Background: an optimization exercise with open tools, aiming at small area, a short achievable clock period and few clock cycles. Do not read the settings as production practice.
RTL that was checked went through simulation tests only; none was proved equivalent to the original.
No activity file was given, so power comes from the tool's default toggle rates.

## run B
==> flow/design.v <==
module tcpu_apply (
    input  wire        clk,
    input  wire        rst,           
    input  wire        start,         
    input  wire [31:0] plen,          
    input  wire [24:0] tlen,          
    output wire        busy,
    output reg         done,          
    output wire [3:0]  result,
    output wire [3:0]  sub,
    output wire [31:0] errinfo,
    output wire [1:0]  pst,
    output reg  [31:0] psc,
    output wire [31:0] applied,
    output wire        src_re,
    output wire [29:0] src_addr,      
    input  wire [31:0] src_rdata,     
    output wire        tgt_we,
    output wire [22:0] tgt_addr,      
    output wire [3:0]  tgt_be,
    output wire [31:0] tgt_wdata
);
    localparam [39:0] PATCH_MAGIC = 40'h5041544348;  
    localparam [23:0] EOF_MARK    = 24'h454F46;      
    localparam [2:0] S_IDLE  = 3'd0,
                     S_HDR   = 3'd1,    
                     S_REC   = 3'd2,    
                     S_RUN   = 3'd3,    
                     S_LIT   = 3'd4,    
                     S_RLE   = 3'd5,    
                     S_SKIP  = 3'd6;    
    localparam [1:0] OC_NONE = 2'd0,    
                     OC_OK   = 2'd1,    
                     OC_CORR = 2'd2,    
                     OC_WF   = 2'd3;    
    reg [2:0]  state;
    reg [1:0]  oc;
    reg [2:0]  subc;
    reg [29:0] apc;           
    reg [31:0] av;            
    reg        q0v;           
    reg [31:0] q0;
    reg [22:0] wa;            
    reg [1:0]  lstart;        
    reg [15:0] nrem;          
    reg [7:0]  fill;
    reg [3:0]  tmask;         
    reg [1:0]  rot;           
    reg        rwrap;         
    assign busy    = state != S_IDLE;
    assign result  = {1'b0, oc[1], 1'b0, oc[1] & oc[0]};
    assign sub     = {1'b0, subc};
    assign pst     = {oc == OC_CORR, oc == OC_OK};
    assign applied = {2'd0, apc};
    assign errinfo = (oc == OC_CORR) ? psc :
                     (oc == OC_WF)   ? {7'd0, wa, lstart} : {2'd0, apc};
    wire [31:0] hi    = rwrap ? q0 : src_rdata;
    wire [63:0] win   = {hi, q0} >> {rot, 3'b000};
    wire [7:0]  b0 = win[7:0], b1 = win[15:8], b2 = win[23:16],
                b3 = win[31:24], b4 = win[39:32];
    wire [23:0] f_off  = {b0, b1, b2};
    wire [15:0] f_size = {b3, b4};
    wire [15:0] f_run  = {b0, b1};
    wire        av_hi0  = ~|av[31:17];
    wire        av0     = av_hi0 && av[16:0] == 17'd0;
    wire        av_lt3  = av_hi0 && av[16:0] < 17'd3;
    wire        av_lt5  = av_hi0 && av[16:0] < 17'd5;
    wire        av_ltsz = av_hi0 && (av[16:0] < {1'b0, f_size} + 17'd5);
    wire        skip   = state == S_SKIP;
    wire        n_big  = |nrem[15:2];
    wire [3:0]  lane_ge = 4'b1111 << lstart;
    reg  [3:0]  lane_lt;      
    always @(*) begin
        case ({n_big, nrem[1:0]})
            3'b000: lane_lt = 4'b0000;
            3'b001: lane_lt = 4'b0001 << lstart;
            3'b010: lane_lt = 4'b0011 << lstart;
            3'b011: lane_lt = 4'b0111 << lstart;
            default: lane_lt = 4'b1111;
        endcase
    end
    wire [3:0]  inrange = lane_ge & lane_lt;
    wire [3:0]  badl    = inrange & ~tmask;
    wire        wfail   = |badl;
    wire [1:0]  fail_lane = badl[0] ? 2'd0 : badl[1] ? 2'd1 : badl[2] ? 2'd2 : 2'd3;
    wire [2:0]  room  = skip ? 3'd4 : 3'd4 - {1'b0, lstart};
    wire        last  = {1'b0, nrem} <= {14'd0, room};
    wire [2:0]  k     = last ? nrem[2:0] : room;
    wire        lpop  = ({1'b0, psc[1:0]} + k) >= 3'd4;
    wire        lit_go = (state == S_LIT) && q0v;
    wire        rle_go = (state == S_RLE);
    wire [22:0] wa_nx  = (state == S_REC) ? {1'b0, f_off[23:2]} : wa + 23'd1;
    wire [22:0] tw     = tlen[24:2];
    reg  [3:0]  tmask_nx;
    always @(*) begin
        if (wa_nx < tw)
            tmask_nx = 4'b1111;
        else if (wa_nx == tw)
            tmask_nx = (4'b0001 << tlen[1:0]) - 4'd1;
        else
            tmask_nx = 4'b0000;
    end
    reg [2:0] inc;
    always @(*) begin
        inc = 3'd0;
        case (state)
            S_HDR:  if (q0v && !av_lt5) inc = 3'd5;
            S_REC:  if (q0v && !av_lt3) inc = av_lt5 ? 3'd3 : 3'd5;
            S_RUN:  if (q0v && !av_lt3) inc = 3'd3;
            S_LIT:  if (q0v) inc = k;
            S_SKIP: inc = k;
            default: inc = 3'd0;
        endcase
    end
    wire [1:0]  p5     = psc[1:0] + 2'd1;      
    wire [28:0] pinc   = psc[31:3] + 29'd1;
    wire [3:0]  plo    = {1'b0, psc[2:0]} + {1'b0, inc};
    wire [31:0] psc_ad = {plo[3] ? pinc : psc[31:3], plo[2:0]};
    wire [3:0]  p3lo   = {1'b0, psc[2:0]} + 4'd3;
    wire [31:0] psc_3  = {p3lo[3] ? pinc : psc[31:3], p3lo[2:0]};
    wire        eofx   = (state == S_REC) && q0v && !av_lt3 && (f_off == EOF_MARK);
    wire [31:0] psc_nx = eofx ? psc_3 : psc_ad;
    wire [28:0] adec   = av[31:3] - 29'd1;
    wire [3:0]  alo    = {1'b0, av[2:0]} - {1'b0, inc};
    wire [31:0] av_nx  = {alo[3] ? adec : av[31:3], alo[2:0]};
    reg [1:0] pop;
    always @(*) begin
        case (state)
            S_HDR:   pop = 2'd1;
            S_REC:   pop = (psc[1:0] == 2'd3) ? 2'd2 : 2'd1;
            S_RUN:   pop = (psc[1:0] != 2'd0) ? 2'd1 : 2'd0;
            S_LIT:   pop = lpop ? 2'd1 : 2'd0;
            default: pop = 2'd0;
        endcase
        if (!q0v) pop = 2'd0;
    end
    assign src_re    = !busy || !q0v || (pop != 2'd0);
    assign src_addr  = !busy ? 30'd0 :
                       {(q0v || psc[2]) ? pinc : psc[31:3], ~(q0v ^ psc[2])};
    assign tgt_addr  = wa;
    assign tgt_be    = (lit_go || rle_go) ? (inrange & tmask) : 4'b0000;
    assign tgt_we    = |tgt_be;
    assign tgt_wdata = rle_go ? {4{fill}} : win[31:0];
    task finish;
        input [1:0] c;
        input [2:0] s;
        begin
            oc    <= c;
            subc  <= s;
            done  <= 1'b1;
            state <= S_IDLE;
        end
    endtask
    always @(posedge clk) begin
        if (rst) begin
            state <= S_IDLE;
            done  <= 1'b0;
            oc    <= OC_NONE;
            subc  <= 3'd0;
            psc   <= 32'd0;
            apc   <= 30'd0;
            q0v   <= 1'b0;
        end else begin
            done <= 1'b0;
            psc  <= psc_nx;
            av   <= av_nx;
            if (!(state == S_LIT && !q0v)) begin
                rot   <= plo[1:0];
                rwrap <= 1'b0;
            end
            if (busy) begin
                if (!q0v) begin
                    q0  <= src_rdata;
                    q0v <= 1'b1;
                end else if (pop == 2'd1) begin
                    q0  <= src_rdata;
                end else if (pop == 2'd2) begin
                    q0v <= 1'b0;
                end
            end
            case (state)
            S_IDLE: begin
                if (start) begin
                    psc    <= 32'd0;
                    av     <= plen;
                    apc    <= 30'd0;
                    q0v    <= 1'b0;
                    lstart <= 2'd0;
                    rot    <= 2'd0;
                    rwrap  <= 1'b0;
                    state  <= S_HDR;
                end
            end
            S_HDR: if (q0v) begin
                if (av_lt5)
                    finish(OC_CORR, 3'd1);
                else if ({b0, b1, b2, b3, b4} != PATCH_MAGIC)
                    finish(OC_CORR, 3'd2);
                else
                    state <= S_REC;
            end
            S_REC: if (q0v) begin
                wa     <= wa_nx;
                tmask  <= tmask_nx;
                lstart <= f_off[1:0];
                nrem   <= f_size;
                if (av0)
                    finish(OC_OK, 3'd1);
                else if (av_lt3)
                    finish(OC_CORR, 3'd3);
                else if (f_off == EOF_MARK)
                    finish(OC_OK, 3'd0);
                else if (av_lt5)
                    finish(OC_CORR, 3'd4);
                else if (f_size == 16'd0)
                    state <= S_RUN;
                else if (av_ltsz)
                    finish(OC_CORR, 3'd6);
                else
                    state <= S_LIT;
                if (f_size != 16'd0) begin
                    rot   <= p5 - f_off[1:0];
                    rwrap <= p5 < f_off[1:0];
                end
            end
            S_RUN: if (q0v) begin
                nrem <= f_run;
                fill <= b2;
                if (av_lt3) begin
                    finish(OC_CORR, 3'd5);
                end else if (f_run == 16'd0) begin
                    apc   <= apc + 30'd1;
                    state <= S_REC;
                end else begin
                    state <= S_RLE;
                end
            end
            S_LIT, S_RLE: if (state == S_RLE || q0v) begin
                nrem <= nrem - {13'd0, k};
                if (wfail) begin
                    lstart <= fail_lane;
                    if (state == S_LIT && !last)
                        state <= S_SKIP;
                    else
                        finish(OC_WF, 3'd0);
                end else begin
                    wa     <= wa_nx;
                    tmask  <= tmask_nx;
                    lstart <= 2'd0;
                    if (last) begin
                        apc   <= apc + 30'd1;
                        state <= S_REC;
                    end
                end
            end
            S_SKIP: begin
                nrem <= nrem - {13'd0, k};
                if (last)
                    finish(OC_WF, 3'd0);
            end
            default: state <= S_IDLE;
            endcase
        end
    end
endmodule
clock: 8.0 ns
lec_check: 0
cap_margin: 20
core_margin: 2
core_utilization: 40
setup_slack_margin: 4
slew_margin: 20
run.sh (not shown) runs the stock make flow with config.mk's settings and CLKGATE_MAP_FILE= SYNTH_SCRIPT=/design/flow/synth_recipe.tcl, a recipe that flattens the netlist after the stock synthesis.
Run B | stages: all done | timing, DRC, antenna: all pass
Testbench counts of run B, summed over its fixed seeds: cycles 37,175.
Changes in run E relative to run B:
-- flow/design.v --
<<< run B, line 44
    reg [1:0]  lstart;        
    reg [15:0] nrem;          
    reg [7:0]  fill;
    reg [3:0]  tmask;         
>>> run E, line 44
    reg [1:0]  lstart;        
    reg [15:0] nrem;          
    reg        lastr;         
    reg [7:0]  fill;
    reg [3:0]  tmask;         
<<< run B, line 68
    wire        av_ltsz = av_hi0 && (av[16:0] < {1'b0, f_size} + 17'd5);
    wire        skip   = state == S_SKIP;
    wire        n_big  = |nrem[15:2];
    wire [3:0]  lane_ge = 4'b1111 << lstart;
    reg  [3:0]  lane_lt;      
    always @(*) begin
        case ({n_big, nrem[1:0]})
            3'b000: lane_lt = 4'b0000;
            3'b001: lane_lt = 4'b0001 << lstart;
>>> run E, line 69
    wire        av_ltsz = av_hi0 && (av[16:0] < {1'b0, f_size} + 17'd5);
    wire        skip   = state == S_SKIP;
    wire [3:0]  lane_ge = 4'b1111 << lstart;
    reg  [3:0]  lane_lt;      
    always @(*) begin
        case ({!lastr || nrem[2], nrem[1:0]})
            3'b000: lane_lt = 4'b0000;
            3'b001: lane_lt = 4'b0001 << lstart;
<<< run B, line 85
    wire [1:0]  fail_lane = badl[0] ? 2'd0 : badl[1] ? 2'd1 : badl[2] ? 2'd2 : 2'd3;
    wire [2:0]  room  = skip ? 3'd4 : 3'd4 - {1'b0, lstart};
    wire        last  = {1'b0, nrem} <= {14'd0, room};
    wire [2:0]  k     = last ? nrem[2:0] : room;
    wire        lpop  = ({1'b0, psc[1:0]} + k) >= 3'd4;
    wire        lit_go = (state == S_LIT) && q0v;
>>> run E, line 85
    wire [1:0]  fail_lane = badl[0] ? 2'd0 : badl[1] ? 2'd1 : badl[2] ? 2'd2 : 2'd3;
    wire [2:0]  room  = skip ? 3'd4 : 3'd4 - {1'b0, lstart};
    wire        last  = lastr;
    wire [2:0]  k     = last ? nrem[2:0] : room;
    wire [3:0]  room4 = {1'b0, room} + 4'd4;
    wire        last_nx = (nrem[15:4] == 12'd0) && (nrem[3:0] <= room4);
    wire        lpop  = ({1'b0, psc[1:0]} + k) >= 3'd4;
    wire        lit_go = (state == S_LIT) && q0v;
<<< run B, line 205
                lstart <= f_off[1:0];
                nrem   <= f_size;
                if (av0)
                    finish(OC_OK, 3'd1);
>>> run E, line 207
                lstart <= f_off[1:0];
                nrem   <= f_size;
                lastr  <= {14'd0, f_size} <= 16'd4 - {14'd0, f_off[1:0]};
                if (av0)
                    finish(OC_OK, 3'd1);
<<< run B, line 226
            S_RUN: if (q0v) begin
                nrem <= f_run;
                fill <= b2;
                if (av_lt3) begin
>>> run E, line 229
            S_RUN: if (q0v) begin
                nrem <= f_run;
                lastr <= {14'd0, f_run} <= 16'd4 - {14'd0, lstart};
                fill <= b2;
                if (av_lt3) begin
<<< run B, line 237
            end
            S_LIT, S_RLE: if (state == S_RLE || q0v) begin
                nrem <= nrem - {13'd0, k};
                if (wfail) begin
                    lstart <= fail_lane;
>>> run E, line 241
            end
            S_LIT, S_RLE: if (state == S_RLE || q0v) begin
                nrem  <= nrem - {13'd0, k};
                lastr <= last_nx;
                if (wfail) begin
                    lstart <= fail_lane;
<<< run B, line 255
            end
            S_SKIP: begin
                nrem <= nrem - {13'd0, k};
                if (last)
                    finish(OC_WF, 3'd0);
>>> run E, line 260
            end
            S_SKIP: begin
                nrem  <= nrem - {13'd0, k};
                lastr <= last_nx;
                if (last)
                    finish(OC_WF, 3'd0);
### Flow results
- Re area growth from synthesis to final layout: run B and run E aren't equal, and the higher value belongs to run B.
- Diff run B -> run E | area share of buffers outside the clock network | decrease of 2.9 points
- Run E against run B; summed area of non-filler cells in the final layout is down by a few percent.
- Time the final worst path needs with I/O delays and setup on run E is down relative to run B.
- Taking run B as the reference, in run E instance area at placement decreased 420 um^2; die area decreased 650 um^2; post-route total power decreased 3.9 mW.
- Going from run B to run E, total routing resource utilization after global routing has decreased, share of the clock period used by the worst path went down 3.8 points, met3 layer wire length in the routed design now larger.
Only the layout flow was run in run E; the RTL was not checked for function there.

## static timing again, ports no longer ideal
No port has a modelled driver above. Below, the same layouts with a new extraction and two added sets of constraints. Step 1 assumes that a clkbuf_16 drives the clock port and a buf_2 every other input. Step 2 adds t to the input delays and takes it off the output delays; t is the mean of the earliest and latest rising clock arrival at the registers after step 1. Input paths then give back, and output paths get back, about the clock's delay inside the block. Slacks: ideal ports / drivers / drivers and shift; pairs: ideal ports / drivers.
| run | t (ns) | slack for setup (ns) | worst hold slack (ns) | worst setup path after step 2 | slew at the worst register clock pin (ns) |
|---|---|---|---|---|---|
| run B | 0.512 | 2.976 / 2.922 / 2.932 | 0.476 / 0.476 / 0.476 | input to register | 0.09 / 0.09 |
| run E | 0.520 | 3.277 / 3.291 / 2.771 | 0.483 / 0.483 / 0.483 | input to register | 0.09 / 0.09 |
After both steps setup and hold are still met in every run listed. The setup slack of run E, which loses most, moves by +0.014 ns with the drivers and by -0.506 ns with both steps.
